This is an optimization exercise on Yosys and OpenROAD, whose aim is small area and a short achievable clock period, not a production implementation. In this exercise RTL edits were held to simulation tests only and were not proved equivalent to the original. Power is estimated from default activity; no workload was simulated.

## build 83
==> flow/design.v <==
module zcpf_nec (
    input  wire       clk,
    input  wire       rst,       
    input  wire       zc_in,     
    input  wire       ir_in,     
    input  wire       dt_tick,   
    input  wire       tb_tick,   
    input  wire [3:0] addr,
    input  wire [7:0] wdata,
    input  wire       rd,
    input  wire       wr,
    output reg  [7:0] rdata,
    output reg        gate_n
);
    localparam [2:0] S_IDLE    = 3'd0;
    localparam [2:0] S_MARK    = 3'd1;
    localparam [2:0] S_SPACE   = 3'd2;
    localparam [2:0] S_HIGHBIT = 3'd3;
    localparam [2:0] S_LOWBIT  = 3'd4;
    localparam [2:0] S_REPEAT  = 3'd5;
    localparam [127:0] LUT_TT = {
        16'h003f, 16'h00c7, 16'h014b, 16'h0399,
        16'h0255, 16'h030f, 16'h0333, 16'h0155 };
    localparam [7:0] KICK_200 = 8'had, KICK_199 = 8'h5b, KICK_1 = 8'h80;
    localparam [15:0] TB_FFFF = 16'h8000;
    function [7:0] step8;
        input [7:0] q;
        begin
            step8 = {q[6:0], q[7] ^ q[5] ^ q[4] ^ q[3] ^ (q[6:0] == 7'd0)};
        end
    endfunction
    function [15:0] step16;
        input [15:0] q;
        begin
            step16 = {q[14:0], q[15] ^ q[14] ^ q[12] ^ q[3] ^ (q[14:0] == 15'd0)};
        end
    endfunction
    function [7:0] lut;
        input [3:0] idx;
        integer b;
        begin
            for (b = 0; b < 8; b = b + 1)
                lut[b] = LUT_TT[16*b + idx];
        end
    endfunction
    reg  [2:0]  ir_state;
    reg  [3:0]  phase;        
    reg  [3:0]  dly_a;        
    reg  [4:0]  dly_b;
    reg         dly_armed;
    reg         gate;
    reg         run;
    reg  [3:0]  level;
    reg         start_req;
    reg  [7:0]  kick_cnt;
    reg  [15:0] tb_cnt;
    reg  [7:0]  hc_cnt;
    reg  [7:0]  ovf_cnt;
    reg         ir_level;
    reg  [15:0] ivc;          
    reg  [31:1] acc;
    reg  [4:0]  bitcnt;
    reg  [31:0] frame;
    reg         frame_vld;    
    reg  [1:0]  ir_idle;
    reg         frame_rdy;
    reg         rpt_pend;
    reg         ovf_f;
    reg         zc_f;
    reg         pulse_on;     
    reg  [3:0]  pulse_cnt;    
    reg         zc_prev;
    reg         ir_prev;
    wire ir_now = ~ir_in;
    wire zc_ev  = zc_in & ~zc_prev;
    wire ir_ev  = ir_now ^ ir_prev;
    wire dt_ev  = dt_tick & dly_armed;
    wire wr_lvl = wr & (addr == 4'h0);
    wire wr_ctl = wr & (addr == 4'h1);
    wire wr_flg = wr & (addr == 4'h4);
    wire       wlvl_z = wdata[7] | (wdata[6:0] == 7'd0);
    wire       wlvl_9 = (wdata[6:0] > 7'd9) | (wdata[3:0] == 4'd9);
    wire [3:0] wlvl   = wdata[7] ? 4'd0 : wlvl_9 ? 4'd9 : wdata[3:0];
    wire kick_nz = (kick_cnt != 8'd0);
    wire kick_1  = (kick_cnt == KICK_1);
    wire dly_bz  = (dly_b == 5'd0);
    wire dly_z   = (dly_a == 4'd10) & dly_bz;
    wire c_zero = wr_lvl & wlvl_z;                           
    wire c_kick = wr_lvl & ~wlvl_z & ~run & start_req;       
    wire c_set  = wr_lvl & ~wlvl_z & ~start_req & ~run       
                | wr_lvl & ~wlvl_z & run & ~kick_nz;
    wire c_keep = ~(c_zero | c_kick | c_set);                
    wire       w_run   = c_zero ? 1'b0 : (c_kick | run);
    wire [3:0] w_level = wr_lvl ? wlvl : level;
    wire       w_ph9   = c_kick | (c_set & wlvl_9 & ~wdata[7]) | (c_keep & phase == 4'd9);
    wire kick_end = zc_ev & c_keep & ~c_zero & kick_1;    
    reg [3:0] w_phase;
    always @* begin
        if (c_zero)        w_phase = 4'd0;
        else if (c_kick)   w_phase = 4'd9;
        else if (c_set)    w_phase = wlvl;
        else               w_phase = phase;
    end
    reg [3:0] n_phase;
    always @* begin
        if (kick_end)      n_phase = w_level;
        else               n_phase = w_phase;
    end
    reg [7:0] n_kick;
    always @* begin
        if (c_zero)                 n_kick = 8'd0;
        else if (c_kick)            n_kick = zc_ev ? KICK_199 : KICK_200;
        else if (zc_ev & kick_nz)   n_kick = step8(kick_cnt);
        else                        n_kick = kick_cnt;
    end
    wire       dly_step = dt_ev & ~dly_z;
    wire [3:0] n_dly_a = zc_ev ? w_phase :
                         (dly_step & dly_bz) ? dly_a + 4'd1 : dly_a;
    wire [4:0] n_dly_b = zc_ev ? (dt_tick ? 5'd4 : 5'd5) :
                         dly_step ? (dly_bz ? 5'd24 : dly_b - 5'd1) : dly_b;
    wire expire  = ~zc_ev & dt_ev & dly_z;
    wire fire    = expire & w_run;
    wire n_armed = zc_ev | (dly_armed & ~expire);
    wire n_gate  = (zc_ev & w_run & w_ph9) | (gate & ~expire);
    wire n_pulse_on = fire | (pulse_on & (pulse_cnt != 4'd0));
    wire [15:0] iv = ivc;
    wire iv_ge787 = (iv >= 16'd787);
    wire iv_lt394 = (iv <  16'd394);
    wire iv_bit   = (iv >= 16'd56) && (iv <= 16'd84);
    wire iv_low   = (iv >= 16'd56) && (iv <= 16'd252);
    wire iv_one   = (iv >= 16'd168);
    wire st_idle = (ir_state == S_IDLE);
    wire st_mark = (ir_state == S_MARK);
    wire st_spc  = (ir_state == S_SPACE);
    wire st_hi   = (ir_state == S_HIGHBIT);
    wire st_lo   = (ir_state == S_LOWBIT);
    wire st_rpt  = (ir_state == S_REPEAT);
    reg [2:0] ed_state;
    always @* begin
        case (ir_state)
            S_IDLE:    ed_state = S_MARK;       
            S_MARK:    ed_state = iv_ge787 ? S_SPACE : S_IDLE;
            S_SPACE:   ed_state = iv_lt394 ? S_REPEAT : S_HIGHBIT;
            S_HIGHBIT: ed_state = iv_bit ? S_LOWBIT : S_IDLE;
            S_LOWBIT:  ed_state = (iv_low & (bitcnt != 5'd31)) ? S_HIGHBIT : S_IDLE;
            default:   ed_state = S_IDLE;
        endcase
    end
    wire go_idle_hold = st_idle & ~ir_now;                  
    wire done_pre = st_lo & iv_low & (bitcnt == 5'd31);     
    wire rpt_pre  = st_rpt & iv_bit;
    wire [4:0] ed_bitcnt = (st_lo & iv_low & (bitcnt != 5'd31)) ? bitcnt + 5'd1 :
                           (st_spc | st_hi & iv_bit) ? bitcnt : 5'd0;
    wire [15:0] sel = 16'd1 << addr;
    wire        sel_fr = frame_vld & addr[3] & ~addr[2];
    wire [7:0] rd_view =
        ({8{sel[0]}} & {4'd0, level}) |
        ({8{sel[1]}} & {7'd0, start_req}) |
        ({8{sel[2]}} & lut(phase)) |
        ({8{sel[3]}} & {3'd0, ir_level, dly_armed, gate, kick_nz, run}) |
        ({8{sel[4]}} & {4'd0, zc_f, ovf_f, rpt_pend, frame_rdy}) |
        ({8{sel[5]}} & hc_cnt) |
        ({8{sel[6]}} & ovf_cnt) |
        ({8{sel[7]}} & {ir_state, bitcnt}) |
        ({8{sel_fr & addr[1:0] == 2'd0}} & frame[7:0]) |
        ({8{sel_fr & addr[1:0] == 2'd1}} & frame[15:8]) |
        ({8{sel_fr & addr[1:0] == 2'd2}} & frame[23:16]) |
        ({8{sel_fr & addr[1:0] == 2'd3}} & frame[31:24]);
    wire tb_wrap = tb_tick & (tb_cnt == TB_FFFF);
    wire [1:0] idle_ir = ir_ev ? 2'd0 : ir_idle;
    always @(posedge clk) begin
        zc_prev <= zc_in;
        ir_prev <= ir_now;
        dly_a   <= n_dly_a;
        dly_b   <= n_dly_b;
        if (fire)
            pulse_cnt <= 4'd15;
        else
            pulse_cnt <= pulse_cnt - 4'd1;
        if (ir_ev)
            ivc <= {15'd0, tb_tick};
        else if (tb_tick)
            ivc <= ivc + 16'd1;
        if (ir_ev & st_lo)
            acc <= {iv_one, acc[31:2]};
        if (ir_ev & done_pre)
            frame <= {iv_one, acc};
    end
    always @(posedge clk) begin
        if (rst) begin
            ir_state  <= S_IDLE;
            phase     <= 4'd0;
            dly_armed <= 1'b0;
            gate      <= 1'b0;
            run       <= 1'b0;
            level     <= 4'd0;
            start_req <= 1'b0;
            kick_cnt  <= 8'd0;
            tb_cnt    <= 16'd0;
            hc_cnt    <= 8'd0;
            ovf_cnt   <= 8'd0;
            ir_level  <= 1'b0;
            bitcnt    <= 5'd0;
            frame_vld <= 1'b0;
            ir_idle   <= 2'd0;
            frame_rdy <= 1'b0;
            rpt_pend  <= 1'b0;
            ovf_f     <= 1'b0;
            zc_f      <= 1'b0;
            pulse_on  <= 1'b0;
            gate_n    <= 1'b1;
            rdata     <= 8'd0;
        end else begin
            phase     <= n_phase;
            dly_armed <= n_armed;
            gate      <= n_gate;
            run       <= w_run;
            level     <= w_level;
            kick_cnt  <= n_kick;
            pulse_on  <= n_pulse_on;
            gate_n    <= ~(n_gate | n_pulse_on);
            if (wr_lvl)
                start_req <= 1'b0;
            else if (wr_ctl)
                start_req <= wdata[0];
            if (zc_ev)
                hc_cnt <= hc_cnt + 8'd1;
            if (ir_ev) begin
                ir_level <= ir_now;
                if (!go_idle_hold) begin
                    ir_state <= ed_state;
                    bitcnt   <= ed_bitcnt;
                end
                if (done_pre)
                    frame_vld <= 1'b1;
            end
            if (tb_tick)
                tb_cnt <= step16(tb_cnt);
            if (tb_wrap) begin
                ovf_cnt <= ovf_cnt + 8'd1;
                ir_idle <= (idle_ir == 2'd2) ? 2'd2 : idle_ir + 2'd1;
            end else begin
                ir_idle <= idle_ir;
            end
            frame_rdy <= (frame_rdy & ~(wr_flg & wdata[0])) | (ir_ev & done_pre);
            rpt_pend  <= ((rpt_pend & ~(wr_flg & wdata[1])) | (ir_ev & rpt_pre))
                         & ~(tb_wrap & (idle_ir != 2'd0));
            ovf_f     <= (ovf_f & ~(wr_flg & wdata[2])) | tb_wrap;
            zc_f      <= (zc_f & ~(wr_flg & wdata[3])) | zc_ev;
            if (rd)
                rdata <= rd_view;
        end
    end
endmodule
==> flow/config.mk <==
export PLATFORM = sky130hd
export DESIGN_NAME = zcpf_nec
export DESIGN_NICKNAME = zcpf_nec
export VERILOG_FILES = /design/flow/design.v
export SDC_FILE = /design/flow/constraint.sdc
export NUM_CORES = 4
export LEC_CHECK = 0
export CAP_MARGIN = 20
export CORE_MARGIN = 2
export CORE_UTILIZATION = 40
export CTS_BUF_LIST = sky130_fd_sc_hd__clkbuf_4 sky130_fd_sc_hd__clkbuf_8
export SETUP_SLACK_MARGIN = 2.4
export SLEW_MARGIN = 20
==> flow/constraint.sdc <==
create_clock -name core_clock -period 4.5 [get_ports {clk}]
set_input_delay 0.9000 -clock core_clock [delete_from_list [all_inputs] [get_ports {clk}]]
set_output_delay 0.9000 -clock core_clock [all_outputs]
set_load 0.01 [all_outputs]
standard.sh (not shown) runs the stock make flow with config.mk's settings and CLKGATE_MAP_FILE= SYNTH_SCRIPT=/design/flow/synth_recipe.tcl, a recipe that flattens the netlist after the stock synthesis.
==> flow/flow/run.sh <==
#!/bin/bash
# Own layout flow: the standard flow (standard.sh, standard synthesis
# unchanged) with extra ORFS variables from flow/extra.env, e.g. the cell
# buffer_ports puts on every port.
set -euo pipefail
set -a
source flow/extra.env
set +a
bash standard.sh > flow.log 2>&1
==> flow/flow/extra.env <==
BUFFER_PORTS_ARGS="-buffer_cell sky130_fd_sc_hd__buf_4"
CTS_ARGS="-sink_clustering_enable -repair_clock_nets -dont_use_dummy_load -sink_buffer_max_cap_derate 0.5 -buf_list {sky130_fd_sc_hd__clkbuf_4 sky130_fd_sc_hd__clkbuf_8}"
RECOVER_POWER=100
Layout checks on build 83: not met. Flow itself completed; violations: capacitance limit, slew limit.
Input changes introduced in build 18 (baseline for comparison: build 83):
# build 83
export LEC_CHECK = 0
export CAP_MARGIN = 20
export CORE_MARGIN = 2
export CORE_UTILIZATION = 40
export CTS_BUF_LIST = sky130_fd_sc_hd__clkbuf_4 sky130_fd_sc_hd__clkbuf_8
export SETUP_SLACK_MARGIN = 2.4
export SLEW_MARGIN = 20
create_clock -name core_clock -period 4.5 [get_ports {clk}]
# build 18
export LEC_CHECK = 0
export CAP_MARGIN = 20
export CORE_MARGIN = 2
export CORE_UTILIZATION = 40
export CTS_BUF_LIST = sky130_fd_sc_hd__clkbuf_4 sky130_fd_sc_hd__clkbuf_8
export SETUP_SLACK_MARGIN = 0.0
export SLEW_MARGIN = 20
create_clock -name core_clock -period 4.5 [get_ports {clk}]
==> flow/flow/extra.env <==
BUFFER_PORTS_ARGS="-buffer_cell sky130_fd_sc_hd__buf_4"
==> notes.md <==
- Both conditions hold for build 18: the flow ran to the end and the final layout passed the timing, DRC and antenna checks.
- Lower via count goes to build 18 over build 83.
- Lower shortest period the worst path allows among build 83 and build 18: build 18
- Between build 18 and build 83, the fraction of the core area covered by cells at the end of the flow does not differ in any meaningful way.
- Build 18 reports a higher worst hold slack across all endpoints than build 83 does.
- Cell count across build 83 and build 18: no real change.
- The lower part of the power in combinational logic came out of build 18.
- Leakage power total on build 18 is behind build 83.
- Delta (build 18 minus build 83): total power went up by 360 uW; delay of the slowest cell on the worst path went down by 550 ps.
Here is what was changed in the inputs of build 73 compared with build 18.
# build 18
export LEC_CHECK = 0
export CAP_MARGIN = 20
export CORE_MARGIN = 2
export CORE_UTILIZATION = 40
export CTS_BUF_LIST = sky130_fd_sc_hd__clkbuf_4 sky130_fd_sc_hd__clkbuf_8
export SETUP_SLACK_MARGIN = 0.0
export SLEW_MARGIN = 20
create_clock -name core_clock -period 4.5 [get_ports {clk}]
# build 73
export LEC_CHECK = 0
export CAP_MARGIN = 20
export CORE_MARGIN = 2
export CORE_UTILIZATION = 40
export CTS_BUF_LIST = sky130_fd_sc_hd__clkbuf_4 sky130_fd_sc_hd__clkbuf_8
export SETUP_SLACK_MARGIN = 2.7
export SLEW_MARGIN = 20
create_clock -name core_clock -period 4.5 [get_ports {clk}]
Findings:
Diff build 18 -> build 73: final wirelength climbed about 22%; via count moved up; core utilization of the finished layout now sits higher.
--- input diff build 73..build 76 ---
# build 73
export LEC_CHECK = 0
export CAP_MARGIN = 20
export CORE_MARGIN = 2
export CORE_UTILIZATION = 40
export CTS_BUF_LIST = sky130_fd_sc_hd__clkbuf_4 sky130_fd_sc_hd__clkbuf_8
export SETUP_SLACK_MARGIN = 2.7
export SLEW_MARGIN = 20
create_clock -name core_clock -period 4.5 [get_ports {clk}]
# build 76
export LEC_CHECK = 0
export CAP_MARGIN = 20
export CORE_MARGIN = 2
export CORE_UTILIZATION = 40
export CTS_BUF_LIST = sky130_fd_sc_hd__clkbuf_4 sky130_fd_sc_hd__clkbuf_8
export PLACE_DENSITY = 0.75
export SETUP_SLACK_MARGIN = 2.4
export SLEW_MARGIN = 20
create_clock -name core_clock -period 4.5 [get_ports {clk}]
==> flow/flow/extra.env <==
BUFFER_PORTS_ARGS="-buffer_cell sky130_fd_sc_hd__buf_4"
CTS_ARGS="-sink_clustering_enable -repair_clock_nets -dont_use_dummy_load -sink_buffer_max_cap_derate 0.5 -buf_list {sky130_fd_sc_hd__clkbuf_4 sky130_fd_sc_hd__clkbuf_8}"
[summary]
For build 76, the cell type taking the most area was sequential cells, unlike build 73, where it was multi-input gates. Relative to build 73, build 76 improves wire length of the first global-routing pass. Number of buffers added for setup after CTS in build 76 vs build 73: down 48. Launch point of the critical path = addr[0]: build 73; launch point of the critical path = kick_cnt[0]$_SDFFE_PP0P_: build 76. Build 76 vs. build 73: hold slack lower, sequential share of layout area climbed 7.9 points. The higher latest clock arrival within the worst-skew pair of build 76 and build 73 is in build 76. On critical-path maximum fanout, the higher figure sits with build 73, not build 76. The routed length on met2 in build 76 was lower than what build 73 gave.
### build 76 -> build 56
# build 76
export LEC_CHECK = 0
export CAP_MARGIN = 20
export CORE_MARGIN = 2
export CORE_UTILIZATION = 40
export CTS_BUF_LIST = sky130_fd_sc_hd__clkbuf_4 sky130_fd_sc_hd__clkbuf_8
export PLACE_DENSITY = 0.75
export SETUP_SLACK_MARGIN = 2.4
export SLEW_MARGIN = 20
create_clock -name core_clock -period 4.5 [get_ports {clk}]
# build 56
export LEC_CHECK = 0
export CAP_MARGIN = 20
export CORE_MARGIN = 2
export CORE_UTILIZATION = 45
export CTS_BUF_LIST = sky130_fd_sc_hd__clkbuf_4 sky130_fd_sc_hd__clkbuf_8
export SETUP_SLACK_MARGIN = 2.45
export SLEW_MARGIN = 20
create_clock -name core_clock -period 4.5 [get_ports {clk}]
==> flow/flow/extra.env <==
BUFFER_PORTS_ARGS="-buffer_cell sky130_fd_sc_hd__buf_4"
CTS_ARGS="-sink_clustering_enable -repair_clock_nets -dont_use_dummy_load -sink_buffer_max_cap_derate 0.5 -buf_list {sky130_fd_sc_hd__clkbuf_4 sky130_fd_sc_hd__clkbuf_8}"
REMOVE_ABC_BUFFERS=1
==> comparison <==
Relative to build 76, number of buffers and inverters on the critical path has increased by 1 in build 56.
The number of setup buffers added after CTS in build 56 was higher than what build 76 gave.
Taking build 76 as 1.0, build 56 lands at 1.09 on wire length.
Comparing build 56 and build 76, the higher number of placed instances with taps included is on build 76.
Share of total power in the clock network of build 56 is on par with build 76.
There was hardly any difference in setup slack on the worst flop-to-flop path between build 76 and build 56.
For build 76, the uppermost metal layer occupied by signal nets was met5, unlike build 56, where it was met4.
Final-layout fill cell count: higher on build 76
Here is what was changed in the inputs of build 89 compared with build 56.
# build 56
export LEC_CHECK = 0
export CAP_MARGIN = 20
export CORE_MARGIN = 2
export CORE_UTILIZATION = 45
export CTS_BUF_LIST = sky130_fd_sc_hd__clkbuf_4 sky130_fd_sc_hd__clkbuf_8
export SETUP_SLACK_MARGIN = 2.45
export SLEW_MARGIN = 20
create_clock -name core_clock -period 4.5 [get_ports {clk}]
# build 89
export LEC_CHECK = 0
export CAP_MARGIN = 20
export CORE_MARGIN = 2
export CORE_UTILIZATION = 40
export CTS_BUF_LIST = sky130_fd_sc_hd__clkbuf_4 sky130_fd_sc_hd__clkbuf_8
export SETUP_SLACK_MARGIN = 2.45
export SLEW_MARGIN = 20
create_clock -name core_clock -period 4.5 [get_ports {clk}]
==> flow/flow/extra.env <==
BUFFER_PORTS_ARGS="-buffer_cell sky130_fd_sc_hd__buf_4"
CTS_ARGS="-sink_clustering_enable -repair_clock_nets -dont_use_dummy_load -sink_buffer_max_cap_derate 0.5 -buf_list {sky130_fd_sc_hd__clkbuf_4 sky130_fd_sc_hd__clkbuf_8}"
Of build 56 and build 89, the lower portion of the clock cycle consumed by the worst path in the final layout belongs to build 56.
In the tables for build 56 and build 89, sequential share of power reads higher with build 56.
Diff build 56 -> build 89: shortest clock period the worst path allows after layout shows an increase of 84 ps, wire length of the first global-routing pass roughly the same, combinational share of power increased 0.2 points.

re-timing with driven ports:
The results above use ideal ports. As a check the final layouts listed here were re-extracted and re-timed, cells and wires unchanged.
Step 1 sets driving cells, clkbuf_16 on the clock port and buf_2 on the other inputs (assumed; they add their load-dependent delay and slew).
Step 2 adds t to the input delays and takes it off the output delays; t is the mean of the earliest and latest rising clock arrival at the registers after step 1. Input paths then give back, and output paths get back, about the clock's delay inside the block.
a / b / c = ideal ports / drivers / drivers and shift; a / b = the first two.
| run | t, ns | setup slack, ns | worst register clock-pin slew, ns | cell pins on the clock port's net |
|---|---|---|---|---|
| build 83 | 0.641 | 1.675 / 1.677 / 1.036 | 0.11 / 0.11 | 1 |
| build 18 | 0.500 | 2.018 / 2.031 / 1.531 | 0.11 / 0.11 | 1 |
| build 73 | 0.500 | 2.463 / 2.440 / 1.940 | 0.10 / 0.10 | 1 |
| build 76 | 0.627 | 2.453 / 2.425 / 1.824 | 0.09 / 0.09 | 1 |
| build 56 | 0.631 | 2.466 / 2.463 / 1.854 | 0.10 / 0.10 | 1 |
| build 89 | 0.626 | 2.382 / 2.398 / 1.772 | 0.10 / 0.10 | 1 |
For build 83, which loses most, drivers alone change the setup slack by +0.002 ns; drivers and shift together by -0.639 ns.
